This is an optimization exercise on Yosys and OpenROAD, whose aim is small area, a short achievable clock period and few clock cycles per item, not a production implementation. In this exercise RTL edits were held to simulation tests only and were not proved equivalent to the original. Power and IR drop assume default switching activity.

==> flow/design.v (outline; a module is shown in full before it is edited, if it fits) <==
// module nio61_proc: 1311 lines
// module nio61_x2: 7 lines
// module nio61_crc: 300 lines
module nio61_proc (
    input  wire        clk,
    input  wire        rst,
    input  wire        in_valid,
    output wire        in_ready,
    input  wire [7:0]  in_len,
    input  wire [95:0] in_frame,
    output wire        out_valid,
    input  wire        out_ready,
    output wire        out_err,
    output wire [31:0] out_data
);
  // ...
==> flow/flow/run.sh <==
#!/bin/bash
# Layout: the standard flow (standard.sh) with two changes:
#  - synthesis maps the XOR gate module of the checksum network with ABC's
#    speed script (synth_x2.tcl); all else as in the standard synthesis;
#  - the port buffers are sky130_fd_sc_hd__buf_2 cells.
set -euo pipefail
W=$PWD
bash standard.sh SYNTH_SCRIPT=$W/flow/synth_x2.tcl \
  "BUFFER_PORTS_ARGS=-buffer_cell sky130_fd_sc_hd__buf_2" finish > $W/flow.log 2>&1
==> flow/flow/synth_x2.tcl <==
# The standard synthesis (synth_recipe.tcl) with one change: the one-gate
# module nio61_x2 (an XOR), of which the checksum network is built, is mapped
# with ABC's speed script, which maps it to an XOR cell; every other module
# is mapped with the script the flow settings select, exactly as in the
# standard synthesis.  Registers are untouched.
proc synth {args} { yosys synth -nofsm -noshare {*}$args }
proc abc {args} {
  set i [lsearch -exact $args -script]
  set speed [lreplace $args [expr {$i + 1}] [expr {$i + 1}] $::env(SCRIPTS_DIR)/abc_speed.script]
  yosys abc {*}$args nio61_proc nio61_crc
  yosys abc {*}$speed nio61_x2
}
source $::env(SCRIPTS_DIR)/synth.tcl
# left out here: clear keep_hierarchy, flatten, clean up, hide names made inside functions, write 1_2_yosys.v
==> flow/standard.sh <==
#!/bin/bash
# synth_recipe.tcl (not shown) runs the flow's synth.tcl, then flattens the netlist and writes it again
# the make line also repeats each setting of config.mk as NAME=value (left out here)
make -C /OpenROAD-flow-scripts/flow DESIGN_CONFIG=/design/flow/config.mk WORK_HOME=/design/flow/orfs CLKGATE_MAP_FILE= SYNTH_SCRIPT=/design/flow/synth_recipe.tcl "${@:-finish}"
==> flow/config.mk <==
export PLATFORM = sky130hd
export DESIGN_NAME = nio61_proc
export DESIGN_NICKNAME = nio61_proc
export VERILOG_FILES = /design/flow/design.v
export SDC_FILE = /design/flow/constraint.sdc
export NUM_CORES = 4
export LEC_CHECK = 0
export ABC_AREA = 1
export ABC_CLOCK_PERIOD_IN_PS = 3700
export CAP_MARGIN = 20
export CORE_MARGIN = 2
export CORE_UTILIZATION = 40
export CTS_BUF_LIST = sky130_fd_sc_hd__clkbuf_4 sky130_fd_sc_hd__clkbuf_8
export PLACE_DENSITY = 0.6
export SETUP_SLACK_MARGIN = 2.6
export SLEW_MARGIN = 20
export SYNTH_HIERARCHICAL = 1
export SYNTH_MINIMUM_KEEP_SIZE = 0
==> flow/constraint.sdc <==
create_clock -name core_clock -period 6.0 [get_ports {clk}]
set_input_delay 1.2000 -clock core_clock [delete_from_list [all_inputs] [get_ports {clk}]]
set_output_delay 1.2000 -clock core_clock [all_outputs]
set_load 0.01 [all_outputs]
==> qor.csv, run 1 <==
metric,value,unit
status,no timing/DRC/antenna violations,
Overall Global Routing Usage,17.0,%
inverter count,295,
worst hold start,p_q11[8]$_DFFE_PP_,
main flop type after synthesis,edfxtp_1,
CP top delay family,XOR/XNOR gates,
Post-CTS Hold Buffers,0,
"EDFF count, synth",313,
CTS tree,built,
fin cells,3214,
simple-gate share of the synthesized area,22.6,%
DP Worst Slack,1680,ps
endpoint class of the critical path,flop,
Final GP Congestion,0.948,
grt total ovfl,0,
"commonest non-fill, non-tap cell in the layout",nand2_1,
period utilisation layout,54.8,%
synth-to-layout area growth,15.6,%
multiplexer share of the synthesized area,0,%
fin worst setup slack,2710,ps
setup violators final,0,
biggest regs,"rem_q1 x16, p_q15 x15, vm_q1 x15",
input/output buffers,136,
CP Class,in -> reg,
max FFs per register,16,
Mapped Cells,2269,
Detail Route met2 WL,23400,um
Yosys cell types,59,
Synth Area in Compound Gates,4.96,%
CTS sink count,321,
beginning of the worst register-to-register path,vm_q1[5]$_DFFE_PP_,
largest net degree at the start of global routing,48,
worst setup path startpoint,in_frame[25],
first-pass GRT wire length,71700,um
yosys warns,7,
Min-Delay Path Depth,0,
clk root buf,clkbuf_8,
DR pass1 iterations,5,
worst relative slew slack,50.0,%
worst slew pin tran,742,ps
fill count,4872,
Worst path most repeated cell,xor2_1,
largest family of logic cells by synthesized area,simple AND/OR/NAND/NOR gates,
Post-synth top cells,"nand2_1, xor2_1, edfxtp_1",
Die ar.,52500,um^2
Testbench counts, summed over its fixed seeds: cycles 16,064, items 16,000.
==> run 2, diff against run 1 <==
--- a/flow/config.mk
+++ b/flow/config.mk
@@ -14,3 +14,3 @@
 export PLACE_DENSITY = 0.6
-export SETUP_SLACK_MARGIN = 2.6
+export SETUP_SLACK_MARGIN = 2.45
 export SLEW_MARGIN = 20
==> run 2 against run 1 <==
Compared with the run above:
- via count shrank 0.80%
- critical path depth grew 1
- utilization shrank 0.93 points
- register-to-register slack lost 70 ps
- clock power shrank 3%
- largest cell class is now flip-flops and latches
- highest routed layer unchanged
- final area shrank 2.0%
- hold slack gained 4.7 ps
- die area is the same
- first-iteration DRC count shrank 2.2%
- area after synthesis is the same
- sequential share of layout area grew 0.83 points
==> qor.csv, run 2 <==
metric,value,unit,change
status,no timing/DRC/antenna violations,,unchanged
synthesized flop and latch total,321,,unchanged
input/output buffers,136,,unchanged
H-tree depth,2,,unchanged
PD cells,312,nW/um^2,about the same
Internal Power,4.59,mW,was 4.67 mW
most frequent cells in the layout,"nand2_1, xor2_1, edfxtp_1, inv_1, nor2_1",,unchanged
Synth Area in Compound Gates,4.96,%,unchanged
share of the synthesized area in the top cell type,46.4,%,unchanged
CTS sink count,321,,unchanged
Detail Route met2 WL,22500,um,was 23400 um
Critical Path End,cb_q1$_DFFE_PP_,,unchanged
max-slew violations,0,,unchanged
maximum root-to-sink buffer count,3,,unchanged
"CTS clk-pin slew, worst paths",60,ps,was 70 ps
CTS tree,built,,unchanged
sequential area share after synthesis,47.1,%,unchanged
CP Class,in -> reg,,unchanged
Yosys cell types,59,,unchanged
r2r setup slk,2720,ps,was 2790 ps
post-synth top area cell,edfxtp_1,,unchanged
Setup TNS,0,ps,unchanged
"Hold Vio Cnt, Final",0,,unchanged
minimum clock period after layout,3440,ps,was 3290 ps
DR vias,15000,,was 15200
Synth area leaders,"edfxtp_1, xor2_1, nand2_1",,unchanged
Post-synth top cells,"nand2_1, xor2_1, edfxtp_1",,unchanged
Tightest Hold Check Type,reg -> reg,,unchanged
total power,7.16,mW,was 7.30 mW
top routing layer in use,met4,,unchanged
Adder-Cell Fraction of Synth Area,0.105,%,unchanged
vias per cell,4.72,,was 4.71
chip height,229,um,unchanged
initial DRC count,624,,was 638
worst slew pin tran,891,ps,was 742 ps
simple-gate share of the synthesized area,22.6,%,unchanged
largest family of logic cells by synthesized area,simple AND/OR/NAND/NOR gates,,unchanged
Switch Pwr,2.57,mW,was 2.63 mW
wire per inst,14.2,um,about the same
final core occ,45.9,%,was 46.8%
maximum VDD drop,135,uV,was 136 uV
Post-Synth XOR/XNOR Area,18.8,%,unchanged
period utilisation layout,57.3,%,was 54.8%
clk root buf,clkbuf_8,,unchanged
r2r worst-path depth,23,,was 18
post-DP HPWL,36700,um,was 36300 um
crit path DAT,3800,ps,was 3670 ps
"Clk Latency, worst-skew pair",620,ps,was 630 ps
max FFs per register,16,,unchanged
"Cell Area, Placed",21700,um^2,about the same
core region area,50100,um^2,unchanged
CTS buffer count,54,,unchanged
"Cell Area, Synth",20300,um^2,unchanged
ys async rst share,0,%,unchanged
grt total ovfl,0,,unchanged
DR pass1 iterations,8,,was 5
element type at the critical path start,input port,,unchanged
first-pass GRT wire length,72400,um,was 71700 um
post-layout instance area,23000,um^2,was 23400 um^2
vias in the first global route,14800,,about the same
yosys warns,7,,unchanged
"EDFF count, synth",313,,unchanged
largest net degree at the start of global routing,48,,unchanged
unrepaired setup endpoints after global routing,no,,was yes
layout cell share with drive strength beyond 1,15.6,%,was 17.9%
Post-CTS Hold Buffers,0,,unchanged
Reg with most FFs,rem_q1,,unchanged
highest clock rate,291,MHz,was 304 MHz
CP max FO,5,,unchanged
multiplexer share of the synthesized area,0,%,unchanged
sw frac,35.9,%,was 36.0%
Critical Path RT,6360,ps,was 6380 ps
Mapped Cells,2269,,unchanged
Die ar.,52500,um^2,unchanged
top-count cell post-synth,nand2_1,,unchanged
Comb pwr share,36.7,%,was 37.2%
DP Worst Slack,1760,ps,was 1680 ps
die width,229,um,unchanged
syn avg cell area,8.94,um^2,unchanged
endpoint class of the critical path,flop,,unchanged
main flop type after synthesis,edfxtp_1,,unchanged
io pins,143,,unchanged
DRC,0,,unchanged
synth-to-layout area growth,13.3,%,was 15.6%
post-route ant nets,0,,unchanged
Overall Global Routing Usage,17.2,%,was 17.0%
Final GP Congestion,0.934,,was 0.948
Metal-1 WL,19500,um,was 19200 um
total routed wirelength,45400,um,was 45800 um
Max Cap Viol,0,,unchanged
fin worst setup slack,2560,ps,was 2710 ps
setup violators final,0,,unchanged
worst relative slew slack,40.0,%,was 50.0%
Rows,82,,unchanged
met3 wire len,1820,um,was 1720 um
biggest regs,"rem_q1 x16, p_q15 x15, vm_q1 x15",,unchanged
clock power share,25.6,%,was 25.8%
Leak,10.3,nW,was 10.5 nW
Worst Skew,22.3,ps,was 14.9 ps
R2R Path End,rem_q5[9]$_DFFE_PP_,,was rem_q3[0]$_DFFE_PP_
initial antenna violation count,1,,was 0
worst setup path startpoint,in_frame[41],,was in_frame[25]
sequential power share,37.7,%,was 37.0%
"commonest non-fill, non-tap cell in the layout",nand2_1,,unchanged
layout net count,2577,,was 2606
Starting Density,40.5,%,unchanged
beginning of the worst register-to-register path,vm_q3[6]$_DFFE_PP_,,was vm_q1[5]$_DFFE_PP_
[run 2: per-module statistics from Yosys (local to each module, per instance)]
module	cells inside	flip-flops and latches	copies in the design	area (um^2)
nio61_crc	18	0	1	72.6
nio61_proc	1959	321	1	17600
nio61_x2	1	0	292	8.76
[run 2: layer usage]
layer / GRT usage, % / vias to the layer above
li1: - / 7767
met1: 20.4 / 6885
met2: 30.8 / 287
met3: 2.91 / 93
met4: 7.24 / 0
met5: 0 / -
[run 2: timing repair]
action                                  4_1_cts  5_1_grt
pin swaps                                     0        5
setup buffers                                 0       14
endpoints found under the setup margin       10       61
resized for setup                             3       23
[run 2: worst max-delay path: stages]
cell and delay (ps):
buf_2 170, xor2_1 420, xor2_1 350, xor2_1 340, xor2_1 260, xor2_1 270, xor2_1 200, xor2_1 160
inv_1 50, nor2_1 80, nand2_1 60, nor2_1 90, nand2_1 50, inv_1 50, nor2_1 40
[run 2: cell type report]
cell class | instances | area (um^2)
Fill cell | 4904 | 27100
Timing Repair Buffer | 159 | 856
Antenna cell | 1 | 2.50
Inverter | 295 | 1110
Clock buffer | 70 | 870
Tap cell | 672 | 841
Clock inverter | 30 | 173
Multi-Input combinational cell | 1638 | 9550
Sequential cell | 321 | 9560
[run 2: power groups by stage]
stage / Combinational, mW / Sequential [mW] / Clock, mW
floorplan: 2.09 / 2.72 / 0
detailed placement: 2.58 / 2.75 / 0
finish: 2.63 / 2.70 / 1.84
global placement: 2.53 / 2.75 / 0
CTS: 2.59 / 2.70 / 1.91
global route: 2.94 / 2.71 / 2.01
[run 2: cells by family after synthesis]
family | after synthesis
DFF | 321
other | 1
buffers and inverters | 315
and+or+nand+nor | 1016
xor gates and xnor gates | 432
adders and majority gates | 2
AOI/OAI and AO/OA | 182
[run 2: stage by stage]
stage          cells  hold WS [ps]
2_1_floorplan   2274           400
3_3_place_gp    3071           402
3_5_place_dp    3071           405
4_1_cts         3171           416
5_1_grt         3186           419
6_report        3186           415
[run 2: worst min-delay path by stage]
stage	cells after the start	slack (ps)	startpoint	end
3_3_place_gp	0	400	p_q13[5]$_DFFE_PP_	p_q15[7]$_DFFE_PP_
2_1_floorplan	0	400	low9_q9[0]$_DFFE_PP_	low9_q11[0]$_DFFE_PP_
6_report	0	420	low9_q3[1]$_SDFFCE_PP1P_	low9_q5[1]$_DFFE_PP_
5_1_grt	0	420	p_q13[7]$_DFFE_PP_	p_q15[9]$_DFFE_PP_
4_1_cts	0	420	low9_q3[1]$_SDFFCE_PP1P_	low9_q5[1]$_DFFE_PP_
3_5_place_dp	0	400	low9_q13[8]$_DFFE_PP_	low9_q15[8]$_DFFE_PP_
==> run 3, diff against run 2 <==
--- a/flow/config.mk
+++ b/flow/config.mk
@@ -13,4 +13,6 @@
 export CTS_BUF_LIST = sky130_fd_sc_hd__clkbuf_4 sky130_fd_sc_hd__clkbuf_8
-export PLACE_DENSITY = 0.6
-export SETUP_SLACK_MARGIN = 2.45
+export CTS_CLUSTER_DIAMETER = 60
+export CTS_CLUSTER_SIZE = 20
+export PLACE_DENSITY = 0.75
+export SETUP_SLACK_MARGIN = 2.6
 export SLEW_MARGIN = 20
==> run 3 against run 2 <==
Compared with the run above:
- routed wire length fell by 11%
- highest routed layer unchanged
- hold slack worse by 16 ps
- sequential cell count unchanged
- clock skew grew 5.4 ps
- critical endpoint unchanged
- critical path depth is the same
==> qor.csv, run 3 <==
metric,value,unit,change
total routed wirelength,40600,um,was 45400 um
DRC,0,,unchanged
worst relative slew slack,35.3,%,was 40.0%
total power,6.70,mW,was 7.16 mW
largest net degree at the start of global routing,48,,unchanged
Overall Global Routing Usage,15.0,%,was 17.2%
first-pass GRT wire length,65400,um,was 72400 um
Setup TNS,0,ps,unchanged
Worst Skew,27.7,ps,was 22.3 ps
CP max FO,5,,unchanged
"Cell Area, Synth",20300,um^2,unchanged
top-count cell post-synth,nand2_1,,unchanged
CP Class,in -> reg,,unchanged
H-tree depth,1,,was 2
die width,229,um,unchanged
element type at the critical path start,input port,,unchanged
initial DRC count,818,,was 624
initial antenna violation count,1,,unchanged
synthesized flop and latch total,321,,unchanged
crit path DAT,3700,ps,was 3800 ps
io pins,143,,unchanged
maximum root-to-sink buffer count,3,,unchanged
setup violators final,0,,unchanged
CTS buffer count,26,,was 54
max FFs per register,16,,unchanged
Starting Density,40.5,%,unchanged
input/output buffers,136,,unchanged
Mapped Cells,2269,,unchanged
Critical Path RT,6370,ps,was 6360 ps
grt total ovfl,0,,unchanged
layout cell share with drive strength beyond 1,16.5,%,was 15.6%
wire per inst,12.9,um,was 14.2 um
Post-synth top cells,"nand2_1, xor2_1, edfxtp_1",,unchanged
period utilisation layout,55.4,%,was 57.3%
post-layout instance area,22900,um^2,was 23000 um^2
"Hold Vio Cnt, Final",0,,unchanged
vias in the first global route,13700,,was 14800
"commonest non-fill, non-tap cell in the layout",nand2_1,,unchanged
post-route ant nets,0,,unchanged
biggest regs,"rem_q1 x16, p_q15 x15, vm_q1 x15",,unchanged
sequential area share after synthesis,47.1,%,unchanged
Tightest Hold Check Type,reg -> reg,,unchanged
status,no timing/DRC/antenna violations,,unchanged
yosys warns,7,,unchanged
"EDFF count, synth",313,,unchanged
worst slew pin tran,967,ps,was 891 ps
"CTS clk-pin slew, worst paths",120,ps,was 60 ps
most frequent cells in the layout,"nand2_1, xor2_1, edfxtp_1, inv_1, nor2_1",,unchanged
Leak,10.2,nW,was 10.3 nW
Die ar.,52500,um^2,unchanged
"Clk Latency, worst-skew pair",590,ps,was 620 ps
vias per cell,4.67,,was 4.72
WHS,399,ps,was 415 ps
endpoint class of the critical path,flop,,unchanged
Rows,82,,unchanged
DR vias,14700,,was 15000
core region area,50100,um^2,unchanged
"Cell Area, Placed",21700,um^2,about the same
PD cells,293,nW/um^2,was 312 nW/um^2
highest clock rate,301,MHz,was 291 MHz
Reg with most FFs,rem_q1,,unchanged
Post-CTS Hold Buffers,0,,unchanged
post-synth top area cell,edfxtp_1,,unchanged
main flop type after synthesis,edfxtp_1,,unchanged
Synth area leaders,"edfxtp_1, xor2_1, nand2_1",,unchanged
syn avg cell area,8.94,um^2,unchanged
fill count,4727,,was 4904
minimum clock period after layout,3330,ps,was 3440 ps
clk root buf,clkbuf_8,,unchanged
max-slew violations,0,,unchanged
Yosys cell types,59,,unchanged
chip height,229,um,unchanged
ys async rst share,0,%,unchanged
Final GP Congestion,0.974,,was 0.934
share of the synthesized area in the top cell type,46.4,%,unchanged
post-DP HPWL,32300,um,was 36700 um
unrepaired setup endpoints after global routing,yes,,was no
maximum VDD drop,129,uV,was 135 uV
layout net count,2566,,was 2577
DR pass1 iterations,5,,was 8
CTS sink count,321,,unchanged
CTS tree,built,,unchanged
Max Cap Viol,0,,unchanged
synth-to-layout area growth,13.0,%,was 13.3%
[run 3: what timing repair did]
item | 4_1_cts | 5_1_grt
pin swaps | 0 | 12
gates resized for setup | 4 | 66
setup buffers | 0 | 29
cloned | 0 | 3
setup endpoints to repair | 21 | 75
[run 3: final cells by class]
| class | count | area (um^2) | area share, % |
|---|---|---|---|
| Antenna cell | 1 | 2.50 | 0.0109 |
| Clock buffer | 33 | 417 | 1.82 |
| Clock inverter | 15 | 194 | 0.847 |
| Inverter | 295 | 1120 | 4.89 |
| Multi-Input combinational cell | 1641 | 9780 | 42.7 |
| Sequential cell | 321 | 9560 | 41.7 |
| Tap cell | 672 | 841 | 3.67 |
| Timing Repair Buffer | 173 | 986 | 4.30 |
[run 3: final timing paths]
check / startpoint / endpoint / slack (ps) / cells past startpoint
setup / recovery: in_frame[41] / cb_q1$_DFFE_PP_ / 2670 / 15
hold / removal: sgn_q11$_DFFE_PP_ / sgn_q13$_DFFE_PP_ / 400 / 0
setup reg to reg: vm_q1[4]$_DFFE_PP_ / rem_q3[7]$_DFFE_PP_ / 2790 / 14
hold reg to reg: sgn_q11$_DFFE_PP_ / sgn_q13$_DFFE_PP_ / 400 / 0
[run 3: where the power goes]
group / switching [mW] / internal [mW] / leakage (nW)
Clock: 0.784 / 0.558 / 0.316
Sequential: 0.0683 / 2.62 / 2.95
Combinational: 1.66 / 1.01 / 6.92
[run 3: cells by family (layout without fill, tap and decap cells)]
family / Yosys count / after routing / synth area share, %
flops: 321 / 321 / 47.1
fa+ha+maj: 2 / 2 / 0.105
compound gates: 182 / 182 / 4.96
simple gates: 1016 / 1019 / 22.6
xor+xnor: 432 / 432 / 18.8
other cells: 1 / 7 / 0.0185
buf+inv: 315 / 516 / 6.31
[run 3: layer usage]
metal,share of wire [%],GRT usage (%)
met1,43,18.1
met3,4.1,1.88
met2,50,27.7
met4,3.0,4.79
met5,0,0
[run 3: critical path: stages]
cell and delay (ps):
buf_2 200, xor2_2 310, xor2_1 360, xor2_2 250
xor2_1 260, xor2_1 290, xor2_1 210, xor2_1 160
inv_1 60, nor2_1 90, nand2_1 60, nor2_1 90
nand2_1 50, inv_1 50, nor2_1 40
[run 3: per-stage QoR]
step / cells / util [%] / setup slack (ps)
global placement: 3070 / 43.4 / 1830
detailed placement: 3070 / 43.4 / 1830
global route: 3151 / 45.7 / 2500
finish: 3151 / 45.7 / 2670
floorplan: 2274 / - / 2620
CTS: 3118 / 44.6 / 2600
[run 3: modules after synthesis (local to each module, per instance)]
module	cells inside	times used	flops+latches
nio61_crc	18	1	0
nio61_proc	1959	1	321
nio61_x2	1	292	0
==> run 4, diff against run 3 <==
--- a/flow/config.mk
+++ b/flow/config.mk
@@ -15,3 +15,4 @@
 export CTS_CLUSTER_SIZE = 20
-export PLACE_DENSITY = 0.75
+export GPL_ROUTABILITY_DRIVEN = 0
+export PLACE_DENSITY = 0.6
 export SETUP_SLACK_MARGIN = 2.6
==> run 4 against run 3 <==
Compared with the run above:
- still clean on timing, DRC and antenna
- clock power is 5% higher
- via count is 3.0% higher
- die area stayed put
- hold slack better by 1.0 ps
- critical endpoint unchanged
- largest cell class unchanged
- highest routed layer unchanged
==> qor.csv, run 4 <==
metric,value,unit,change
share of the synthesized area in the top cell type,46.4,%,unchanged
layout cell share with drive strength beyond 1,17.3,%,was 16.5%
Reg with most FFs,rem_q1,,unchanged
CTS buffer count,27,,was 26
biggest regs,"rem_q1 x16, p_q15 x15, vm_q1 x15",,unchanged
Rows,82,,unchanged
grt total ovfl,0,,unchanged
crit path DAT,3690,ps,was 3700 ps
sequential power share,39.5,%,was 40.2%
Worst Skew,51.2,ps,was 27.7 ps
PD cells,296,nW/um^2,was 293 nW/um^2
most frequent cells in the layout,"nand2_1, xor2_1, edfxtp_1, inv_1, nor2_1",,unchanged
max-slew violations,0,,unchanged
status,no timing/DRC/antenna violations,,unchanged
DRC,0,,unchanged
synthesized flop and latch total,321,,unchanged
"Hold Vio Cnt, Final",0,,unchanged
first-pass GRT wire length,69000,um,was 65400 um
period utilisation layout,54.9,%,was 55.4%
post-synth top area cell,edfxtp_1,,unchanged
Die ar.,52500,um^2,unchanged
layout net count,2579,,was 2566
top-count cell post-synth,nand2_1,,unchanged
Switch Pwr,2.61,mW,was 2.51 mW
die width,229,um,unchanged
clk root buf,clkbuf_8,,unchanged
CP Class,in -> reg,,unchanged
DP Cell Count,3070,,unchanged
maximum VDD drop,152,uV,was 129 uV
core region area,50100,um^2,unchanged
yosys warns,7,,unchanged
Post-synth top cells,"nand2_1, xor2_1, edfxtp_1",,unchanged
highest clock rate,304,MHz,was 301 MHz
"Cell Area, Synth",20300,um^2,unchanged
chip height,229,um,unchanged
vias per cell,4.79,,was 4.67
main flop type after synthesis,edfxtp_1,,unchanged
worst relative slew slack,39.0,%,was 35.3%
Starting Density,40.5,%,unchanged
io pins,143,,unchanged
Internal Power,4.21,mW,was 4.19 mW
"EDFF count, synth",313,,unchanged
Setup TNS,0,ps,unchanged
Mapped Cells,2269,,unchanged
ys async rst share,0,%,unchanged
r2r worst-path depth,23,,was 14
post-route ant nets,0,,unchanged
Comb pwr share,39.9,%,was 39.8%
post-DP HPWL,33800,um,was 32300 um
Post-CTS Hold Buffers,0,,unchanged
vias in the first global route,14500,,was 13700
H-tree depth,1,,unchanged
sequential area share after synthesis,47.1,%,unchanged
unrepaired setup endpoints after global routing,yes,,unchanged
CTS tree,built,,unchanged
CP max FO,7,,was 5
Max Cap Viol,0,,unchanged
minimum clock period after layout,3290,ps,was 3330 ps
Critical Path RT,6390,ps,was 6370 ps
fin cells,3165,,was 3151
Tightest Hold Check Type,reg -> reg,,unchanged
clock power share,20.6,%,was 20.0%
initial DRC count,845,,was 818
DR pass1 iterations,7,,was 5
"CTS clk-pin slew, worst paths",110,ps,was 120 ps
input/output buffers,136,,unchanged
DR vias,15200,,was 14700
maximum root-to-sink buffer count,3,,unchanged
endpoint class of the critical path,flop,,unchanged
Leak,10.3,nW,was 10.2 nW
synth-to-layout area growth,13.5,%,was 13.0%
syn avg cell area,8.94,um^2,unchanged
Synth area leaders,"edfxtp_1, xor2_1, nand2_1",,unchanged
total routed wirelength,42900,um,was 40600 um
element type at the critical path start,input port,,unchanged
setup violators final,0,,unchanged
Min-Delay Path Depth,0,,unchanged
initial antenna violation count,1,,unchanged
CTS sink count,321,,unchanged
wire per inst,13.6,um,was 12.9 um
worst slew pin tran,913,ps,was 967 ps
total power,6.82,mW,was 6.70 mW
Overall Global Routing Usage,15.9,%,was 15.0%
Yosys cell types,59,,unchanged
"Clk Latency, worst-skew pair",650,ps,was 590 ps
sw frac,38.2,%,was 37.5%
largest net degree at the start of global routing,48,,unchanged
"commonest non-fill, non-tap cell in the layout",nand2_1,,unchanged
fill count,4745,,was 4727
max FFs per register,16,,unchanged
-- run 4: cells by family after synthesis --
kind of cell	share of synthesized area (%)
simple gates	22.6
other cells	0.0185
compound gates	4.96
fa+ha+maj	0.105
flops	47.1
xor+xnor	18.8
buf+inv	6.31
-- run 4: cell type report --
cell class | count | area (um^2) | share of cell area (%)
antenna | 1 | 2.50 | 0.0109
clock buffer | 34 | 424 | 1.84
clock inverter | 16 | 223 | 0.968
inverter | 295 | 1120 | 4.85
multi-input combinational | 1643 | 9810 | 42.6
sequential | 321 | 9560 | 41.5
tap | 672 | 841 | 3.65
timing repair buffer | 183 | 1040 | 4.50
-- run 4: routing by layer --
layer	wire length, um	track usage (%)	up-vias
met5	0	0	-
met4	1820	5.93	0
met3	1820	2.14	124
met2	21900	29.6	330
met1	17400	18.5	6941
li1	-	-	7763
-- run 4: power by group through the flow --
stage | clock network (mW) | logic [mW] | registers, mW
global route | 1.54 | 3.03 | 2.71
floorplan | 0 | 2.09 | 2.72
global placement | 0 | 2.49 | 2.74
detailed placement | 0 | 2.55 | 2.75
finish | 1.41 | 2.72 | 2.69
CTS | 1.46 | 2.56 | 2.69
-- run 4: worst paths after layout --
path,slack [ps],end,startpoint
worst min-delay path,400,low9_q7[5]$_DFFE_PP_,low9_q5[5]$_DFFE_PP_
worst min register to register,400,low9_q7[5]$_DFFE_PP_,low9_q5[5]$_DFFE_PP_
worst max register to register,2840,rem_q3[0]$_DFFE_PP_,vm_q1[10]$_DFFE_PP_
worst max-delay path,2710,cb_q1$_DFFE_PP_,in_frame[38]
-- run 4: repair_timing --
| item | CTS | global route |
|---|---|---|
| resized for setup | 5 | 69 |
| endpoints found under the setup margin | 45 | 78 |
| cloned | 0 | 5 |
| pin swaps | 1 | 17 |
| buffers inserted | 2 | 37 |
-- run 4: through the flow --
| stage | setup WS (ps) | utilization, % | hold slack [ps] | area, um^2 |
|---|---|---|---|---|
| 2_1_floorplan | 2620 | - | 400 | 20300 |
| 3_3_place_gp | 1770 | 43.4 | 403 | 21700 |
| 3_5_place_dp | 1730 | 43.4 | 405 | 21700 |
| 4_1_cts | 2600 | 44.7 | 393 | 22400 |
| 5_1_grt | 2560 | 46.0 | 401 | 23000 |
| 6_report | 2710 | 46.0 | 400 | 23000 |
-- run 4: modules after synthesis, one instance, submodules excluded --
module / area (um^2) / flops+latches / cells inside
nio61_x2: 8.76 / 0 / 1
nio61_crc: 72.6 / 0 / 18
nio61_proc: 17600 / 321 / 1959
-- run 4: critical path: stages --
cell	delay, ps
buf_2	220
xor2_2	340
xor2_2	340
xor2_1	470
xor2_1	240
xor2_1	240
xor2_1	190
inv_1	70
nor2_2	90
nand2_1	60
nor2_1	90
nand2_1	60
inv_1	50
nor2_1	30
==> run 5, diff against run 4 <==
--- a/flow/config.mk
+++ b/flow/config.mk
@@ -15,5 +15,4 @@
 export CTS_CLUSTER_SIZE = 20
-export GPL_ROUTABILITY_DRIVEN = 0
 export PLACE_DENSITY = 0.6
-export SETUP_SLACK_MARGIN = 2.6
+export SETUP_SLACK_MARGIN = 2.7
 export SLEW_MARGIN = 20
==> run 5 against run 4 <==
Compared with the run above:
- utilization up 1.5 points
- final cell count up 1.1%
- setup slack better by 67 ps
- clock skew up 9.1 ps
- critical path depth up 5
- sequential share of layout area down 1.3 points
- non-clock buffer count up 37
==> qor.csv, run 5 <==
metric,value,unit,change
Max Cap Viol,0,,unchanged
crit path DAT,3580,ps,was 3690 ps
setup violators final,0,,unchanged
CTS sink count,321,,unchanged
Critical Path RT,6350,ps,was 6390 ps
CTS tree,built,,unchanged
clock power share,19.2,%,was 20.6%
biggest regs,"rem_q1 x16, p_q15 x15, vm_q1 x15",,unchanged
R2R Path End,rem_q3[0]$_DFFE_PP_,,unchanged
Leak,10.5,nW,was 10.3 nW
Internal Power,4.27,mW,was 4.21 mW
die width,229,um,unchanged
post-synth top area cell,edfxtp_1,,unchanged
sequential area share after synthesis,47.1,%,unchanged
share of the synthesized area in the top cell type,46.4,%,unchanged
total routed wirelength,46700,um,was 42900 um
CP Cell Sequence,"clkbuf_4, nor2_4, nand2_2, nor2_4, nand3_4, inv_2, nand3_2, nor2_1, inv_1, nor2_1, inv_1, nor2_1, inv_1, nor2_2, o21ai_0, a31oi_1, and3_4, nand3_1, xor2_1",,"was buf_2, xor2_2, xor2_2, xor2_1, xor2_1, xor2_1, xor2_1, inv_1, nor2_2, nand2_1, nor2_1, nand2_1, inv_1, nor2_1"
input/output buffers,136,,unchanged
CP max FO,8,,was 7
post-DP HPWL,36800,um,was 33800 um
Setup TNS,0,ps,unchanged
fin worst setup slack,2770,ps,was 2710 ps
Final GP Congestion,0.927,,
initial DRC count,762,,was 845
layout net count,2618,,was 2579
Mapped Cells,2269,,unchanged
CP max stage delay,340,ps,was 470 ps
post-route ant nets,0,,unchanged
Yosys cell types,59,,unchanged
Overall Global Routing Usage,17.3,%,was 15.9%
Comb pwr share,41.9,%,was 39.9%
"EDFF count, synth",313,,unchanged
worst relative slew slack,31.3,%,was 39.0%
syn avg cell area,8.94,um^2,unchanged
CTS buffer count,28,,was 27
endpoint class of the critical path,flop,,unchanged
main flop type after synthesis,edfxtp_1,,unchanged
maximum VDD drop,165,uV,was 152 uV
yosys warns,7,,unchanged
most frequent cells in the layout,"nand2_1, xor2_1, edfxtp_1, inv_1, nor2_1",,unchanged
Tightest Hold Check Type,reg -> reg,,unchanged
worst slew pin tran,1030,ps,was 913 ps
highest clock rate,310,MHz,was 304 MHz
io pins,143,,unchanged
DRC,0,,unchanged
top-count cell post-synth,nand2_1,,unchanged
clk root buf,clkbuf_8,,unchanged
Reg with most FFs,rem_q1,,unchanged
minimum clock period after layout,3230,ps,was 3290 ps
CP bufs+invs,5,,was 3
r2r setup slk,2900,ps,was 2840 ps
status,no timing/DRC/antenna violations,,unchanged
Post-synth top cells,"nand2_1, xor2_1, edfxtp_1",,unchanged
max-slew violations,0,,unchanged
Die ar.,52500,um^2,unchanged
Antenna Cells,0,,was 1
sequential power share,38.9,%,was 39.5%
PD cells,292,nW/um^2,was 296 nW/um^2
CP max stage cell,and3_4,,was xor2_1
synth-to-layout area growth,17.1,%,was 13.5%
DR vias,15200,,about the same
Starting Density,40.5,%,unchanged
wire per inst,14.6,um,was 13.6 um
"Cell Area, Synth",20300,um^2,unchanged
"commonest non-fill, non-tap cell in the layout",nand2_1,,unchanged
worst setup path startpoint,in_frame[40],,was in_frame[38]
max FFs per register,16,,unchanged
Crit path depth,19,,was 14
H-tree depth,1,,unchanged
layout cell share with drive strength beyond 1,20.7,%,was 17.3%
first-pass GRT wire length,73400,um,was 69000 um
CP top delay family,simple AND/OR/NAND/NOR gates,,was XOR/XNOR gates
Switch Pwr,2.66,mW,was 2.61 mW
beginning of the worst register-to-register path,vm_q1[4]$_DFFE_PP_,,was vm_q1[10]$_DFFE_PP_
Critical Path End,rem_q1[1]$_DFFE_PP_,,was cb_q1$_DFFE_PP_
"Hold Vio Cnt, Final",0,,unchanged
initial antenna violation count,0,,was 1
"CTS clk-pin slew, worst paths",110,ps,about the same
core region area,50100,um^2,unchanged
DP Worst Slack,1670,ps,was 1730 ps
Rows,82,,unchanged
maximum root-to-sink buffer count,3,,unchanged
Worst Skew,60.2,ps,was 51.2 ps
vias in the first global route,14900,,was 14500
sw frac,38.4,%,was 38.2%
period utilisation layout,53.8,%,was 54.9%
ys async rst share,0,%,unchanged
r2r worst-path depth,18,,was 23
unrepaired setup endpoints after global routing,yes,,unchanged
vias per cell,4.75,,was 4.79
element type at the critical path start,input port,,unchanged
"Clk Latency, worst-skew pair",650,ps,about the same
grt total ovfl,0,,unchanged
chip height,229,um,unchanged
DR pass1 iterations,5,,was 7
largest net degree at the start of global routing,48,,unchanged
Synth area leaders,"edfxtp_1, xor2_1, nand2_1",,unchanged
CP Class,in -> reg,,unchanged
synthesized flop and latch total,321,,unchanged
==> run 5: Yosys stat by module (local to each module, per instance) <==
module	flip-flops and latches	copies in the design	area (um^2)
nio61_proc	321	1	17600
nio61_crc	0	1	72.6
nio61_x2	0	292	8.76
==> run 5: power groups by stage <==
stage                     sequential, mW  clock, mW  combinational (mW)
final                               2.70       1.33                2.90
after global routing                2.71       1.47                3.24
after CTS                           2.70       1.39                2.63
after detailed placement            2.75          0                2.59
after global placement              2.75          0                2.54
after floorplan                     2.72          0                2.10
==> run 5: layout make-up <==
cell class | count | area (um^2)
fill | 4768 | 26300
multi-input combinational | 1644 | 10200
timing repair buffer | 220 | 1370
clock buffer | 29 | 393
clock inverter | 19 | 223
inverter | 295 | 1120
tap | 672 | 841
sequential | 321 | 9560
==> run 5: cell families after synthesis <==
group / count (synthesis) / share of synthesized area (%)
adders and majority gates: 2 / 0.105
buffers and inverters: 315 / 6.31
xor gates and xnor gates: 432 / 18.8
other: 1 / 0.0185
DFF: 321 / 47.1
and+or+nand+nor: 1016 / 22.6
AOI/OAI and AO/OA: 182 / 4.96
==> run 5: worst min path at each step <==
stage | cells after the start | to | slack, ps | startpoint
after floorplan | 0 | low9_q11[0]$_DFFE_PP_ | 400 | low9_q9[0]$_DFFE_PP_
after global placement | 0 | p_q15[3]$_DFFE_PP_ | 400 | p_q13[1]$_DFFE_PP_
after detailed placement | 0 | low9_q11[3]$_DFFE_PP_ | 400 | low9_q9[3]$_DFFE_PP_
after CTS | 0 | low9_q9[4]$_DFFE_PP_ | 420 | low9_q7[4]$_DFFE_PP_
after global routing | 0 | low9_q13[5]$_DFFE_PP_ | 430 | low9_q11[5]$_DFFE_PP_
final | 0 | p_q9[8]$_DFFE_PP_ | 420 | p_q7[6]$_DFFE_PP_
==> run 5: through the flow <==
step                total power, mW  std cells  hold slack, ps  instance area, um^2  utilization (%)
global route                   7.42       3200             432                23700             47.4
detailed placement             5.34       3071             405                21800             43.6
floorplan                      4.82       2274             400                20400                -
CTS                            6.72       3125             424                22500             45.0
finish                         6.93       3200             424                23700             47.4
global placement               5.29       3071             402                21800             43.6
==> run 5: metal layers <==
metal	vias up	part of all wire (%)	GRT usage, %
li1	7805	-	-
met1	6983	42	20.6
met2	303	50	31.6
met3	121	3.5	2.07
met4	0	4.4	6.64
met5	-	0	0
==> run 5: repair_timing <==
item                                    CTS  global route
pin swaps                                 1            42
gates resized for setup                  15           126
cloned                                    0             6
endpoints found under the setup margin   67            76
setup buffers                             6            69
hold buffers                              0             0
hold endpoints to repair                  0             0
==> run 6, diff against run 5 <==
--- a/flow/config.mk
+++ b/flow/config.mk
@@ -9,3 +9,3 @@
 export ABC_CLOCK_PERIOD_IN_PS = 3700
-export CAP_MARGIN = 20
+export CAP_MARGIN = 5
 export CORE_MARGIN = 2
@@ -16,4 +16,4 @@
 export PLACE_DENSITY = 0.6
-export SETUP_SLACK_MARGIN = 2.7
-export SLEW_MARGIN = 20
+export SETUP_SLACK_MARGIN = 2.6
+export SLEW_MARGIN = 5
 export SYNTH_HIERARCHICAL = 1
==> run 6 against run 5 <==
Compared with the run above:
- sequential share of layout area increased by 1.3 points
- fmax fell by 2.1%
- critical path type unchanged
- via count fell by 1.5%
- critical endpoint is now cb_q1$_DFFE_PP_
- die area did not move
- global-route usage fell by 0.66 points
==> qor.csv, run 6 <==
metric,value,unit,change
post-route ant nets,0,,unchanged
maximum root-to-sink buffer count,3,,unchanged
"CTS clk-pin slew, worst paths",110,ps,about the same
met3 wire len,1620,um,was 1640 um
worst relative slew slack,49.4,%,was 31.3%
CTS tree,built,,unchanged
post-synth top area cell,edfxtp_1,,unchanged
Post-synth top cells,"nand2_1, xor2_1, edfxtp_1",,unchanged
CP top delay family,XOR/XNOR gates,,was simple AND/OR/NAND/NOR gates
Mapped Cells,2269,,unchanged
Max Cap Viol,0,,unchanged
r2r worst-path depth,21,,was 18
fin worst setup slack,2700,ps,was 2770 ps
ys async rst share,0,%,unchanged
setup violators final,0,,unchanged
largest net degree at the start of global routing,48,,unchanged
Critical Path RT,6390,ps,was 6350 ps
worst hold start,p_q3[1]$_DFFE_PP_,,was p_q7[6]$_DFFE_PP_
hold path endpoint,p_q5[3]$_DFFE_PP_,,was p_q9[8]$_DFFE_PP_
core region area,50100,um^2,unchanged
DP Cell Count,3071,,unchanged
DRC,0,,unchanged
post-DP HPWL,36300,um,was 36800 um
Die ar.,52500,um^2,unchanged
Final GP Congestion,0.948,,was 0.927
Synth area leaders,"edfxtp_1, xor2_1, nand2_1",,unchanged
CP bufs+invs,2,,was 5
"commonest non-fill, non-tap cell in the layout",nand2_1,,unchanged
CP Class,in -> reg,,unchanged
highest clock rate,303,MHz,was 310 MHz
synth-to-layout area growth,13.5,%,was 17.1%
"Cell Area, Synth",20300,um^2,unchanged
worst slew pin tran,751,ps,was 1030 ps
DR vias,15000,,was 15200
Rows,82,,unchanged
total routed wirelength,45200,um,was 46700 um
maximum VDD drop,173,uV,was 165 uV
top-count cell post-synth,nand2_1,,unchanged
Worst path most repeated cell,xor2_1,,
"Clk Latency, worst-skew pair",630,ps,was 650 ps
Starting Density,40.5,%,unchanged
CP Cell Sequence,"buf_2, xor2_1, xor2_1, xor2_1, xor2_1, xor2_1, xor2_1, xor2_1, nor2_1, nand2_1, nor2_1, nand2_1, inv_1, nor2_1",,"was clkbuf_4, nor2_4, nand2_2, nor2_4, nand3_4, inv_2, nand3_2, nor2_1, inv_1, nor2_1, inv_1, nor2_1, inv_1, nor2_2, o21ai_0, a31oi_1, and3_4, nand3_1, xor2_1"
"EDFF count, synth",313,,unchanged
minimum clock period after layout,3300,ps,was 3230 ps
beginning of the worst register-to-register path,vm_q5[1]$_DFFE_PP_,,was vm_q1[4]$_DFFE_PP_
simple-gate share of the synthesized area,22.6,%,unchanged
PD cells,295,nW/um^2,was 292 nW/um^2
vias per cell,4.74,,was 4.75
Yosys cell types,59,,unchanged
CP max FO,5,,was 8
Reg with most FFs,rem_q1,,unchanged
layout cell share with drive strength beyond 1,17.3,%,was 20.7%
Min-Delay Path Depth,0,,unchanged
Post-Synth XOR/XNOR Area,18.8,%,unchanged
DP Worst Slack,1680,ps,was 1670 ps
multiplexer share of the synthesized area,0,%,unchanged
top routing layer in use,met4,,unchanged
Leak,10.3,nW,was 10.5 nW
chip height,229,um,unchanged
synthesized flop and latch total,321,,unchanged
period utilisation layout,55.0,%,was 53.8%
Setup TNS,0,ps,unchanged
most frequent cells in the layout,"nand2_1, xor2_1, edfxtp_1, inv_1, nor2_1",,unchanged
DR pass1 iterations,5,,unchanged
status,no timing/DRC/antenna violations,,unchanged
syn avg cell area,8.94,um^2,unchanged
input/output buffers,136,,unchanged
Adder-Cell Fraction of Synth Area,0.105,%,unchanged
unrepaired setup endpoints after global routing,yes,,unchanged
wire per inst,14.3,um,was 14.6 um
Detail Route met2 WL,23200,um,was 23500 um
crit path DAT,3680,ps,was 3580 ps
fill count,4891,,was 4768
clk root buf,clkbuf_8,,unchanged
R2R Path End,rem_q7[4]$_DFFE_PP_,,was rem_q3[0]$_DFFE_PP_
first-pass GRT wire length,70900,um,was 73400 um
io pins,143,,unchanged
main flop type after synthesis,edfxtp_1,,unchanged
largest family of logic cells by synthesized area,simple AND/OR/NAND/NOR gates,,unchanged
CTS sink count,321,,unchanged
Post-CTS Hold Buffers,0,,unchanged
CTS buffer count,28,,unchanged
Antenna Cells,0,,unchanged
Metal-1 WL,19000,um,was 19600 um
endpoint class of the critical path,flop,,unchanged
die width,229,um,unchanged
max FFs per register,16,,unchanged
sequential area share after synthesis,47.1,%,unchanged
r2r setup slk,2790,ps,was 2900 ps
initial antenna violation count,0,,unchanged
vias in the first global route,14500,,was 14900
Synth Area in Compound Gates,4.96,%,unchanged
fin cells,3165,,was 3200
element type at the critical path start,input port,,unchanged
grt total ovfl,0,,unchanged
max-slew violations,0,,unchanged
H-tree depth,1,,unchanged
CP max stage cell,xor2_1,,was and3_4
Worst Skew,44.8,ps,was 60.2 ps
"Hold Vio Cnt, Final",0,,unchanged
Overall Global Routing Usage,16.6,%,was 17.3%
biggest regs,"rem_q1 x16, p_q15 x15, vm_q1 x15",,unchanged
Tightest Hold Check Type,reg -> reg,,unchanged
share of the synthesized area in the top cell type,46.4,%,unchanged
initial DRC count,669,,was 762
yosys warns,7,,unchanged
layout net count,2579,,was 2618
CP max stage delay,360,ps,was 340 ps
-- run 6: cell count changes in the layout (fill, tap and decap cells not counted), moves of 4 or more --
| cell | before | now |
|---|---|---|
| xor2_2 | 37 | 15 |
| nand3_2 | 21 | 11 |
| nand2_4 | 18 | 13 |
| a21oi_1 | 43 | 47 |
| o21ai_0 | 70 | 75 |
| xor2_1 | 360 | 385 |
| nand2_1 | 509 | 520 |
| nand2_2 | 62 | 56 |
| buf_4 | 80 | 47 |
| nand3_1 | 134 | 146 |
-- run 6: timing repair --
item / CTS / global route
gates resized for setup: 5 / 71
cloned: 0 / 4
pin swaps: 1 / 16
setup buffers: 2 / 36
endpoints found under the setup margin: 37 / 77
-- run 6: how the worst max path moves through the flow --
stage                            start                   end  slack [ps]  cells past startpoint
floorplan                 in_frame[41]   rem_q1[4]$_DFFE_PP_        2620                     16
global placement          in_frame[55]  rem_q1[12]$_DFFE_PP_        1790                     15
detailed placement        in_frame[55]  rem_q1[12]$_DFFE_PP_        1680                     15
global route        vm_q1[7]$_DFFE_PP_   rem_q3[0]$_DFFE_PP_        2500                     22
finish                    in_frame[25]       cb_q1$_DFFE_PP_        2700                     14
CTS                       in_frame[55]  rem_q1[12]$_DFFE_PP_        2560                     15
-- run 6: layout make-up --
cell class	count	area, um^2	area share (%)
clock buffer	34	437	1.90
multi-input combinational	1642	9790	42.6
timing repair buffer	183	1050	4.56
tap	672	841	3.65
inverter	295	1110	4.84
clock inverter	18	220	0.957
sequential	321	9560	41.5
-- run 6: where the power goes --
| group | switching [mW] | internal, mW |
|---|---|---|
| combinational | 1.70 | 1.01 |
| clock | 0.803 | 0.580 |
| sequential | 0.0717 | 2.62 |
| total | 2.58 | 4.21 |
-- run 6: per-module statistics from Yosys (local to each module, per instance) --
module | flops+latches | area (um^2) | cells
nio61_proc | 321 | 17600 | 1959
nio61_crc | 0 | 72.6 | 18
nio61_x2 | 0 | 8.76 | 1
-- run 6: routing by layer --
| metal | vias to the layer above | track usage, % |
|---|---|---|
| met5 | - | 0 |
| met4 | 0 | 5.28 |
| met3 | 84 | 1.95 |
| met2 | 298 | 31.0 |
| met1 | 6872 | 19.8 |
| li1 | 7734 | - |
-- run 6: kinds of logic after synthesis --
group | count (synthesis)
xor+xnor | 432
simple gates | 1016
fa+ha+maj | 2
buf+inv | 315
flops | 321
compound gates | 182
other cells | 1
-- run 6: worst register-to-register path, cell delays in order (launching register included) --
cell and delay, ps:
edfxtp_1 460, o21bai_1 200, nand2_1 100, nand2_2 70, nand3_1 90, nand2_2 100
nand2_2 100, nand2_2 80, nand3_2 180, nand2_2 170, o21ai_1 190, and2_1 180
nor2_1 50, a21oi_1 140, nand2_2 110, nand2_1 70, nand2_1 120, nand2_2 100
nand2_2 70, nand2_4 160, nand2_1 90, xor2_1 140
-- run 6: through the flow --
step | total power, mW | hold slack (ps) | utilization (%) | area (um^2)
floorplan | 4.81 | 400 | - | 20300
CTS | 6.72 | 418 | 44.8 | 22400
global placement | 5.28 | 402 | 43.4 | 21700
global route | 7.26 | 420 | 46.0 | 23000
detailed placement | 5.32 | 405 | 43.4 | 21700
finish | 6.79 | 414 | 46.0 | 23000
==> run 7, diff against run 6 <==
--- a/flow/config.mk
+++ b/flow/config.mk
@@ -9,5 +9,5 @@
 export ABC_CLOCK_PERIOD_IN_PS = 3700
-export CAP_MARGIN = 5
+export CAP_MARGIN = 20
 export CORE_MARGIN = 2
-export CORE_UTILIZATION = 40
+export CORE_UTILIZATION = 30
 export CTS_BUF_LIST = sky130_fd_sc_hd__clkbuf_4 sky130_fd_sc_hd__clkbuf_8
@@ -17,3 +17,3 @@
 export SETUP_SLACK_MARGIN = 2.6
-export SLEW_MARGIN = 5
+export SLEW_MARGIN = 20
 export SYNTH_HIERARCHICAL = 1
==> run 7 against run 6 <==
Compared with the run above:
- still clean on timing, DRC and antenna
- clock skew fell by 9.0 ps
- sequential power about the same
- non-clock buffer count up 4
- critical path type unchanged
- critical endpoint unchanged
- largest power group is now sequential cells
- highest routed layer unchanged
==> qor.csv, run 7 <==
metric,value,unit,change
clk root buf,clkbuf_8,,unchanged
"CTS clk-pin slew, worst paths",110,ps,about the same
post-synth top area cell,edfxtp_1,,unchanged
Yosys cell types,59,,unchanged
Mapped Cells,2269,,unchanged
Starting Density,30.2,%,was 40.5%
CTS buffer count,27,,was 28
Setup TNS,0,ps,unchanged
total routed wirelength,42900,um,was 45200 um
first-pass GRT wire length,68400,um,was 70900 um
"Cell Area, Synth",20300,um^2,unchanged
layout net count,2582,,was 2579
Max Cap Viol,0,,unchanged
worst relative slew slack,38.1,%,was 49.4%
syn avg cell area,8.94,um^2,unchanged
DRC,0,,unchanged
DR pass1 iterations,5,,unchanged
core region area,67000,um^2,was 50100 um^2
most frequent cells in the layout,"nand2_1, xor2_1, edfxtp_1, inv_1, nor2_1",,unchanged
setup violators final,0,,unchanged
DR vias,14600,,was 15000
"Clk Latency, worst-skew pair",610,ps,was 630 ps
fill count,6869,,was 4891
post-DP HPWL,34300,um,was 36300 um
worst setup path startpoint,in_frame[82],,was in_frame[25]
Final GP Congestion,0.927,,was 0.948
Critical Path RT,6390,ps,about the same
Tightest Hold Check Type,reg -> reg,,unchanged
total power,6.76,mW,was 6.79 mW
share of the synthesized area in the top cell type,46.4,%,unchanged
grt total ovfl,0,,unchanged
synthesized flop and latch total,321,,unchanged
maximum VDD drop,140,uV,was 173 uV
worst hold start,p_q11[3]$_DFFE_PP_,,was p_q3[1]$_DFFE_PP_
register area,9560,um^2,unchanged
Die ar.,69700,um^2,was 52500 um^2
top-count cell post-synth,nand2_1,,unchanged
max-slew violations,0,,unchanged
CTS tree,built,,unchanged
vias in the first global route,13700,,was 14500
wire per inst,12.7,um,was 14.3 um
initial antenna violation count,1,,was 0
Reg with most FFs,rem_q1,,unchanged
io pins,143,,unchanged
crit path DAT,3700,ps,was 3680 ps
die width,264,um,was 229 um
endpoint class of the critical path,flop,,unchanged
Post-synth top cells,"nand2_1, xor2_1, edfxtp_1",,unchanged
largest net degree at the start of global routing,48,,unchanged
biggest regs,"rem_q1 x16, p_q15 x15, vm_q1 x15",,unchanged
period utilisation layout,55.2,%,was 55.0%
layout cell share with drive strength beyond 1,16.9,%,was 17.3%
H-tree depth,1,,unchanged
synth-to-layout area growth,14.9,%,was 13.5%
"commonest non-fill, non-tap cell in the layout",nand2_1,,unchanged
sequential area share after synthesis,47.1,%,unchanged
"Hold Vio Cnt, Final",0,,unchanged
CP Class,in -> reg,,unchanged
Synth area leaders,"edfxtp_1, xor2_1, nand2_1",,unchanged
final core occ,34.7,%,was 46.0%
minimum clock period after layout,3310,ps,was 3300 ps
Overall Global Routing Usage,12.0,%,was 16.6%
maximum root-to-sink buffer count,3,,unchanged
status,no timing/DRC/antenna violations,,unchanged
Worst Skew,35.8,ps,was 44.8 ps
beginning of the worst register-to-register path,vm_q3[3]$_DFFE_PP_,,was vm_q5[1]$_DFFE_PP_
DP Worst Slack,1700,ps,was 1680 ps
vias per cell,4.33,,was 4.74
worst slew pin tran,929,ps,was 751 ps
Rows,95,,was 82
PD cells,290,nW/um^2,was 295 nW/um^2
post-route ant nets,0,,unchanged
element type at the critical path start,input port,,unchanged
yosys warns,7,,unchanged
initial DRC count,688,,was 669
chip height,264,um,was 229 um
max FFs per register,16,,unchanged
CTS sink count,321,,unchanged
multi-input logic area,9790,um^2,about the same
unrepaired setup endpoints after global routing,yes,,unchanged
"EDFF count, synth",313,,unchanged
CP max FO,3,,was 5
ys async rst share,0,%,unchanged
Leak,10.3,nW,about the same
input/output buffers,136,,unchanged
highest clock rate,302,MHz,was 303 MHz
main flop type after synthesis,edfxtp_1,,unchanged
fin worst setup slack,2690,ps,was 2700 ps
[run 7: kinds of logic after synthesis]
logic type	share of synthesized area, %
xor+xnor	18.8
buf+inv	6.31
simple gates	22.6
other cells	0.0185
flops	47.1
fa+ha+maj	0.105
compound gates	4.96
[run 7: worst max-delay path, cell delays in order]
cell and delay (ps):
buf_2 130, xor2_2 350, xor2_1 380, xor2_1 350, xor2_1 210, xor2_1 360, xor2_1 140, xor2_1 190
nor2_1 100, nand2_1 60, nor2_1 100, nand2_1 50, inv_1 50, nor2_1 40
[run 7: layout make-up]
class | count | area share, %
Clock inverter | 19 | 1.11
Multi-Input combinational cell | 1642 | 42.0
Tap cell | 873 | 4.69
Sequential cell | 321 | 41.1
Inverter | 295 | 4.80
Antenna cell | 1 | 0.0107
Clock buffer | 29 | 1.66
Timing Repair Buffer | 187 | 4.65
[run 7: metrics by stage]
step                cell area [um^2]  hold slack [ps]  std cells
floorplan                      20300              400       2274
global placement               22000              401       3271
detailed placement             22000              405       3271
CTS                            22600              425       3320
global route                   23300              428       3367
finish                         23300              422       3367
[run 7: where the power goes]
part	internal, mW	leakage [nW]	switching (mW)	total (mW)
sequential	2.62	2.95	0.0720	2.69
combinational	1.02	6.99	1.65	2.67
clock	0.580	0.320	0.813	1.39
total	4.22	10.3	2.54	6.76
[run 7: modules after synthesis (local to each module, per instance)]
module / flops+latches / cells / times used / cell area, um^2
nio61_x2: 0 / 1 / 292 / 8.76
nio61_proc: 321 / 1959 / 1 / 17600
nio61_crc: 0 / 18 / 1 / 72.6
[run 7: metal layers]
metal,vias up,routed length [um],track usage [%]
met3,74,1430,1.68
li1,7738,-,-
met5,-,0,0
met4,0,1390,3.79
met1,6529,18400,14.4
met2,243,21600,22.1
[run 7: timing repair]
action	4_1_cts	5_1_grt
pin swaps	0	13
buffers inserted	1	42
hold buffers	0	0
endpoints found under the hold margin	0	0
cloned	0	4
endpoints found under the setup margin	35	74
resized for setup	4	63
[run 7: worst paths after layout]
path	endpoint	slack, ps	depth (start not counted)
setup / recovery	cb_q1$_DFFE_PP_	2690	14
hold / removal	p_q13[5]$_DFFE_PP_	420	0
setup reg to reg	rem_q5[6]$_DFFE_PP_	2870	24
hold reg to reg	p_q13[5]$_DFFE_PP_	420	0
==> run 8, diff against run 7 <==
--- a/flow/config.mk
+++ b/flow/config.mk
@@ -11,3 +11,3 @@
 export CORE_MARGIN = 2
-export CORE_UTILIZATION = 30
+export CORE_UTILIZATION = 50
 export CTS_BUF_LIST = sky130_fd_sc_hd__clkbuf_4 sky130_fd_sc_hd__clkbuf_8
@@ -15,3 +15,3 @@
 export CTS_CLUSTER_SIZE = 20
-export PLACE_DENSITY = 0.6
+export PLACE_DENSITY = 0.7
 export SETUP_SLACK_MARGIN = 2.6
==> run 8 against run 7 <==
Compared with the run above:
- sequential power is essentially flat
- clock power grew 4%
- via count grew 3.8%
- area after synthesis is the same
- setup slack gained 26 ps
- first-iteration DRC count grew 19%
- sequential cell count is the same
- routed wire length grew 5.2%
- utilization grew 23 points
- final area shrank 1.3%
- largest power group is now combinational logic
- highest routed layer unchanged
==> qor.csv, run 8 <==
metric,value,unit,change
Mapped Cells,2269,,unchanged
first-pass GRT wire length,71100,um,was 68400 um
R2R Path End,rem_q3[0]$_DFFE_PP_,,was rem_q5[6]$_DFFE_PP_
fill count,3457,,was 6869
DRC,0,,unchanged
maximum VDD drop,130,uV,was 140 uV
"Cell Area, Placed",21500,um^2,was 22000 um^2
biggest regs,"rem_q1 x16, p_q15 x15, vm_q1 x15",,unchanged
grt total ovfl,0,,unchanged
element type at the critical path start,input port,,unchanged
met3 Usage GRT,2.64,%,was 1.68%
Reg with most FFs,rem_q1,,unchanged
main flop type after synthesis,edfxtp_1,,unchanged
Yosys cell types,59,,unchanged
layout cell share with drive strength beyond 1,17.6,%,was 16.9%
"Hold Vio Cnt, Final",0,,unchanged
Final GP Congestion,0.968,,was 0.927
fin worst setup slack,2720,ps,was 2690 ps
Critical Path End,rem_q1[11]$_DFFE_PP_,,was cb_q1$_DFFE_PP_
Antenna Cells,0,,was 1
max FFs per register,16,,unchanged
vias in the first global route,14800,,was 13700
ys async rst share,0,%,unchanged
share of the synthesized area in the top cell type,46.4,%,unchanged
highest clock rate,305,MHz,was 302 MHz
Tightest Hold Check Type,reg -> reg,,unchanged
max-slew violations,0,,unchanged
final core occ,57.6,%,was 34.7%
PD cells,300,nW/um^2,was 290 nW/um^2
Setup TNS,0,ps,unchanged
wire per inst,14.9,um,was 12.7 um
Worst Skew,22.1,ps,was 35.8 ps
worst setup path startpoint,in_frame[41],,was in_frame[82]
Comb pwr share,40.0,%,was 39.5%
"Cell Area, Synth",20300,um^2,unchanged
"commonest non-fill, non-tap cell in the layout",nand2_1,,unchanged
die width,205,um,was 264 um
io pins,143,,unchanged
Critical Path RT,6350,ps,was 6390 ps
Synth area leaders,"edfxtp_1, xor2_1, nand2_1",,unchanged
"Clk Latency, worst-skew pair",600,ps,was 610 ps
clock power share,20.9,%,was 20.6%
sw frac,37.5,%,about the same
met2 Usage GRT,39.8,%,was 22.1%
endpoint class of the critical path,flop,,unchanged
total routed wirelength,45100,um,was 42900 um
Post-synth top cells,"nand2_1, xor2_1, edfxtp_1",,unchanged
Max Cap Viol,0,,unchanged
sequential power share,39.0,%,was 39.9%
post-synth top area cell,edfxtp_1,,unchanged
"CTS clk-pin slew, worst paths",110,ps,about the same
CTS sink count,321,,unchanged
CTS tree,built,,unchanged
largest net degree at the start of global routing,48,,unchanged
period utilisation layout,54.7,%,was 55.2%
DP Worst Slack,1700,ps,about the same
Overall Global Routing Usage,21.1,%,was 12.0%
crit path DAT,3630,ps,was 3700 ps
Switch Pwr,2.59,mW,was 2.54 mW
beginning of the worst register-to-register path,vm_q1[8]$_DFFE_PP_,,was vm_q3[3]$_DFFE_PP_
maximum root-to-sink buffer count,3,,unchanged
chip height,205,um,was 264 um
syn avg cell area,8.94,um^2,unchanged
synth-to-layout area growth,13.4,%,was 14.9%
setup violators final,0,,unchanged
input/output buffers,136,,unchanged
Die ar.,42200,um^2,was 69700 um^2
Starting Density,50.8,%,was 30.2%
Internal Power,4.32,mW,was 4.22 mW
post-layout instance area,23000,um^2,was 23300 um^2
status,no timing/DRC/antenna violations,,unchanged
initial antenna violation count,0,,was 1
H-tree depth,1,,unchanged
unrepaired setup endpoints after global routing,yes,,unchanged
sequential area share after synthesis,47.1,%,unchanged
Post-CTS Hold Buffers,0,,unchanged
GR peak layer,met2,,unchanged
synthesized flop and latch total,321,,unchanged
Rows,73,,was 95
met1 GRT Util,25.2,%,was 14.4%
post-DP HPWL,35600,um,was 34300 um
CP Class,in -> reg,,unchanged
WHS,416,ps,was 422 ps
"EDFF count, synth",313,,unchanged
most frequent cells in the layout,"nand2_1, xor2_1, edfxtp_1, inv_1, nor2_1",,unchanged
post-route ant nets,0,,unchanged
CTS buffer count,28,,was 27
worst slew pin tran,910,ps,was 929 ps
DR vias,15100,,was 14600
Leak,10.3,nW,about the same
vias per cell,5.01,,was 4.33
r2r worst-path depth,21,,was 24
top-count cell post-synth,nand2_1,,unchanged
yosys warns,7,,unchanged
core region area,39900,um^2,was 67000 um^2
clk root buf,clkbuf_8,,unchanged
layout net count,2582,,unchanged
minimum clock period after layout,3280,ps,was 3310 ps
worst relative slew slack,39.1,%,was 38.1%
initial DRC count,816,,was 688
r2r setup slk,2800,ps,was 2870 ps
CP max FO,5,,was 3
DR pass1 iterations,8,,was 5
==> run 8: routing by layer <==
| metal | vias to the layer above | wire length [um] |
|---|---|---|
| met5 | - | 0 |
| met4 | 0 | 1230 |
| met3 | 79 | 1740 |
| met2 | 305 | 23400 |
| met1 | 6990 | 18700 |
| li1 | 7759 | - |
==> run 8: logic make-up (layout without fill, tap and decap cells) <==
logic type / count (synthesis) / count (layout) / share of synthesized area (%)
simple gates: 1016 / 1021 / 22.6
fa+ha+maj: 2 / 2 / 0.105
compound gates: 182 / 182 / 4.96
flops: 321 / 321 / 47.1
buf+inv: 315 / 532 / 6.31
other cells: 1 / 6 / 0.0185
xor+xnor: 432 / 432 / 18.8
==> run 8: area by class of cell <==
cell class / instances / area [um^2] / share of cell area, %
Multi-Input combinational cell: 1643 / 9900 / 43.1
Sequential cell: 321 / 9560 / 41.6
Inverter: 295 / 1120 / 4.89
Timing Repair Buffer: 185 / 1070 / 4.64
Tap cell: 525 / 657 / 2.86
Clock buffer: 34 / 449 / 1.95
Clock inverter: 18 / 238 / 1.03
==> run 8: worst max-delay path, cell delays in order <==
cell and delay [ps]:
clkbuf_4 190, nor2_4 140, nand2_2 90, o21ai_0 220
xor2_1 400, nand3_1 130, o21ai_0 90, a21o_1 160
nand2_1 80, nand2_2 110, inv_1 50, o21ai_0 250
nand2_1 160, nand3_1 120, nand3_1 100, xnor2_1 120
==> run 8: through the flow <==
stage | instances | total power, mW
2_1_floorplan | 2274 | 4.81
3_3_place_gp | 2923 | 5.25
3_5_place_dp | 2923 | 5.31
4_1_cts | 2978 | 6.77
5_1_grt | 3021 | 7.36
6_report | 3021 | 6.90
==> run 8: worst min path at each step <==
stage	from	to	slack, ps	cells past startpoint
2_1_floorplan	low9_q9[0]$_DFFE_PP_	low9_q11[0]$_DFFE_PP_	400	0
3_3_place_gp	p_q13[3]$_DFFE_PP_	p_q15[5]$_DFFE_PP_	400	0
3_5_place_dp	low9_q5[6]$_DFFE_PP_	low9_q7[6]$_DFFE_PP_	400	0
4_1_cts	p_q13[5]$_DFFE_PP_	p_q15[7]$_DFFE_PP_	410	0
5_1_grt	p_q11[0]$_DFFE_PP_	p_q13[2]$_DFFE_PP_	420	0
6_report	p_q13[5]$_DFFE_PP_	p_q15[7]$_DFFE_PP_	420	0
==> run 8: power groups by stage <==
stage / clock (mW) / sequential (mW) / combinational [mW]
finish: 1.45 / 2.69 / 2.76
CTS: 1.49 / 2.69 / 2.58
detailed placement: 0 / 2.75 / 2.57
global placement: 0 / 2.74 / 2.50
floorplan: 0 / 2.72 / 2.09
global route: 1.58 / 2.71 / 3.07
==> run 8: Yosys stat by module (local to each module, per instance) <==
module	flops+latches	cell area, um^2	times used
nio61_x2	0	8.76	292
nio61_proc	321	17600	1
nio61_crc	0	72.6	1
==> run 8: timing repair <==
| action | 4_1_cts | 5_1_grt |
|---|---|---|
| gates cloned | 0 | 5 |
| pin swaps | 1 | 19 |
| setup endpoints to repair | 41 | 77 |
| resized for setup | 7 | 88 |
| buffers inserted | 3 | 38 |
==> run 9, diff against run 8 <==
--- a/flow/config.mk
+++ b/flow/config.mk
@@ -11,3 +11,3 @@
 export CORE_MARGIN = 2
-export CORE_UTILIZATION = 50
+export CORE_UTILIZATION = 40
 export CTS_BUF_LIST = sky130_fd_sc_hd__clkbuf_4 sky130_fd_sc_hd__clkbuf_8
@@ -15,4 +15,4 @@
 export CTS_CLUSTER_SIZE = 20
-export PLACE_DENSITY = 0.7
-export SETUP_SLACK_MARGIN = 2.6
+export PLACE_DENSITY = 0.6
+export SETUP_SLACK_MARGIN = 2.55
 export SLEW_MARGIN = 20
==> run 9 against run 8 <==
Compared with the run above:
- clock skew is 14 ps higher
- utilization decreased by 12 points
- clock-buffer cell count is 1 higher
- clock power shrank 5%
- combinational power is 3% lower
- register-to-register slack worse by 30 ps
- non-clock buffer count down 8
- critical path type unchanged
- largest power group is now sequential cells
==> qor.csv, run 9 <==
metric,value,unit,change
status,no timing/DRC/antenna violations,,unchanged
share of the synthesized area in the top cell type,46.4,%,unchanged
"CTS clk-pin slew, worst paths",100,ps,was 110 ps
Synth area leaders,"edfxtp_1, xor2_1, nand2_1",,unchanged
"Clk Latency, worst-skew pair",620,ps,was 600 ps
synth-to-layout area growth,12.9,%,was 13.4%
element type at the critical path start,input port,,unchanged
ys async rst share,0,%,unchanged
Post-CTS Hold Buffers,0,,unchanged
Mapped Cells,2269,,unchanged
CTS tree,built,,unchanged
sequential power share,39.9,%,was 39.0%
PD cells,295,nW/um^2,was 300 nW/um^2
DR pass1 iterations,4,,was 8
total power,6.75,mW,was 6.90 mW
post-layout instance area,22900,um^2,was 23000 um^2
DRC,0,,unchanged
post-DP HPWL,37000,um,was 35600 um
Setup TNS,0,ps,unchanged
sw frac,38.0,%,was 37.5%
io pins,143,,unchanged
highest clock rate,301,MHz,was 305 MHz
Overall Global Routing Usage,17.2,%,was 21.1%
clk root buf,clkbuf_8,,unchanged
Comb pwr share,39.6,%,was 40.0%
maximum root-to-sink buffer count,3,,unchanged
grt total ovfl,0,,unchanged
clock power share,20.5,%,was 20.9%
wire per inst,14.5,um,was 14.9 um
vias in the first global route,14700,,was 14800
DP Worst Slack,1730,ps,was 1700 ps
Starting Density,40.5,%,was 50.8%
max-slew violations,0,,unchanged
Post-synth top cells,"nand2_1, xor2_1, edfxtp_1",,unchanged
post-synth top area cell,edfxtp_1,,unchanged
synthesized flop and latch total,321,,unchanged
Reg with most FFs,rem_q1,,unchanged
top-count cell post-synth,nand2_1,,unchanged
layout cell share with drive strength beyond 1,16.4,%,was 17.6%
"Cell Area, Synth",20300,um^2,unchanged
largest net degree at the start of global routing,48,,unchanged
main flop type after synthesis,edfxtp_1,,unchanged
Tightest Hold Check Type,reg -> reg,,unchanged
biggest regs,"rem_q1 x16, p_q15 x15, vm_q1 x15",,unchanged
CTS buffer count,29,,was 28
initial DRC count,740,,was 816
first-pass GRT wire length,72600,um,was 71100 um
input/output buffers,136,,unchanged
minimum clock period after layout,3320,ps,was 3280 ps
==> run 9: cell counts after synthesis <==
Identical to the previous run, type by type.
==> run 9: final timing paths <==
| kind | slack [ps] | to | depth (start not counted) | start |
|---|---|---|---|---|
| setup reg to reg | 2770 | rem_q3[8]$_DFFE_PP_ | 19 | vm_q1[4]$_DFFE_PP_ |
| hold reg to reg | 420 | sgn_q11$_DFFE_PP_ | 0 | sgn_q9$_DFFE_PP_ |
| setup / recovery | 2680 | rem_q1[13]$_DFFE_PP_ | 17 | in_frame[55] |
| hold / removal | 420 | sgn_q11$_DFFE_PP_ | 0 | sgn_q9$_DFFE_PP_ |
==> run 9: cells by family (layout without fill, tap and decap cells) <==
group	count (synthesis)	count (layout)	synth area share, %
flops	321	321	47.1
buf+inv	315	525	6.31
simple gates	1016	1018	22.6
compound gates	182	182	4.96
xor+xnor	432	432	18.8
fa+ha+maj	2	2	0.105
other cells	1	7	0.0185
==> run 9: modules after synthesis (local to each module, per instance) <==
module      cells  copies in the design
nio61_crc      18                     1
nio61_proc   1959                     1
nio61_x2        1                   292
==> run 9: per-layer routing <==
| layer | up-vias | global-route usage (%) | part of all wire [%] |
|---|---|---|---|
| li1 | 7727 | - | - |
| met1 | 6894 | 20.2 | 42 |
| met2 | 271 | 31.7 | 51 |
| met3 | 80 | 2.25 | 3.9 |
| met4 | 0 | 6.43 | 3.2 |
| met5 | - | 0 | 0 |
==> run 9: what timing repair did <==
action,4_1_cts,5_1_grt
buffers inserted,1,30
cloned,0,2
pin swaps,0,9
resized for setup,6,53
setup endpoints to repair,35,75
==> run 9: critical path: cells and delay by family <==
kind            cells  cell delay, ps
buf+inv             2             310
xor+xnor            2             380
fa+ha+maj           1             340
simple gates        9             890
compound gates      3             540
==> run 9: final cells by class <==
class	count	area, um^2	share of cell area (%)
clock buffers	35	444	1.94
multi-input cells	1640	9720	42.5
clock inverters	18	209	0.913
well taps	672	841	3.67
inverters	295	1120	4.88
diodes	1	2.50	0.0109
repair buffers	177	1000	4.38
flip-flops and latches	321	9560	41.7
==> run 9: metrics by stage <==
stage	utilization, %	cells
after floorplan	-	2274
after global placement	43.4	3072
after detailed placement	43.4	3072
after CTS	44.7	3126
after global routing	45.7	3159
final	45.7	3159
==> run 9: power groups by stage <==
stage | registers (mW) | clock network (mW) | logic, mW
global placement | 2.75 | 0 | 2.54
global route | 2.71 | 1.52 | 3.00
finish | 2.69 | 1.38 | 2.67
floorplan | 2.72 | 0 | 2.09
detailed placement | 2.75 | 0 | 2.57
CTS | 2.70 | 1.45 | 2.58
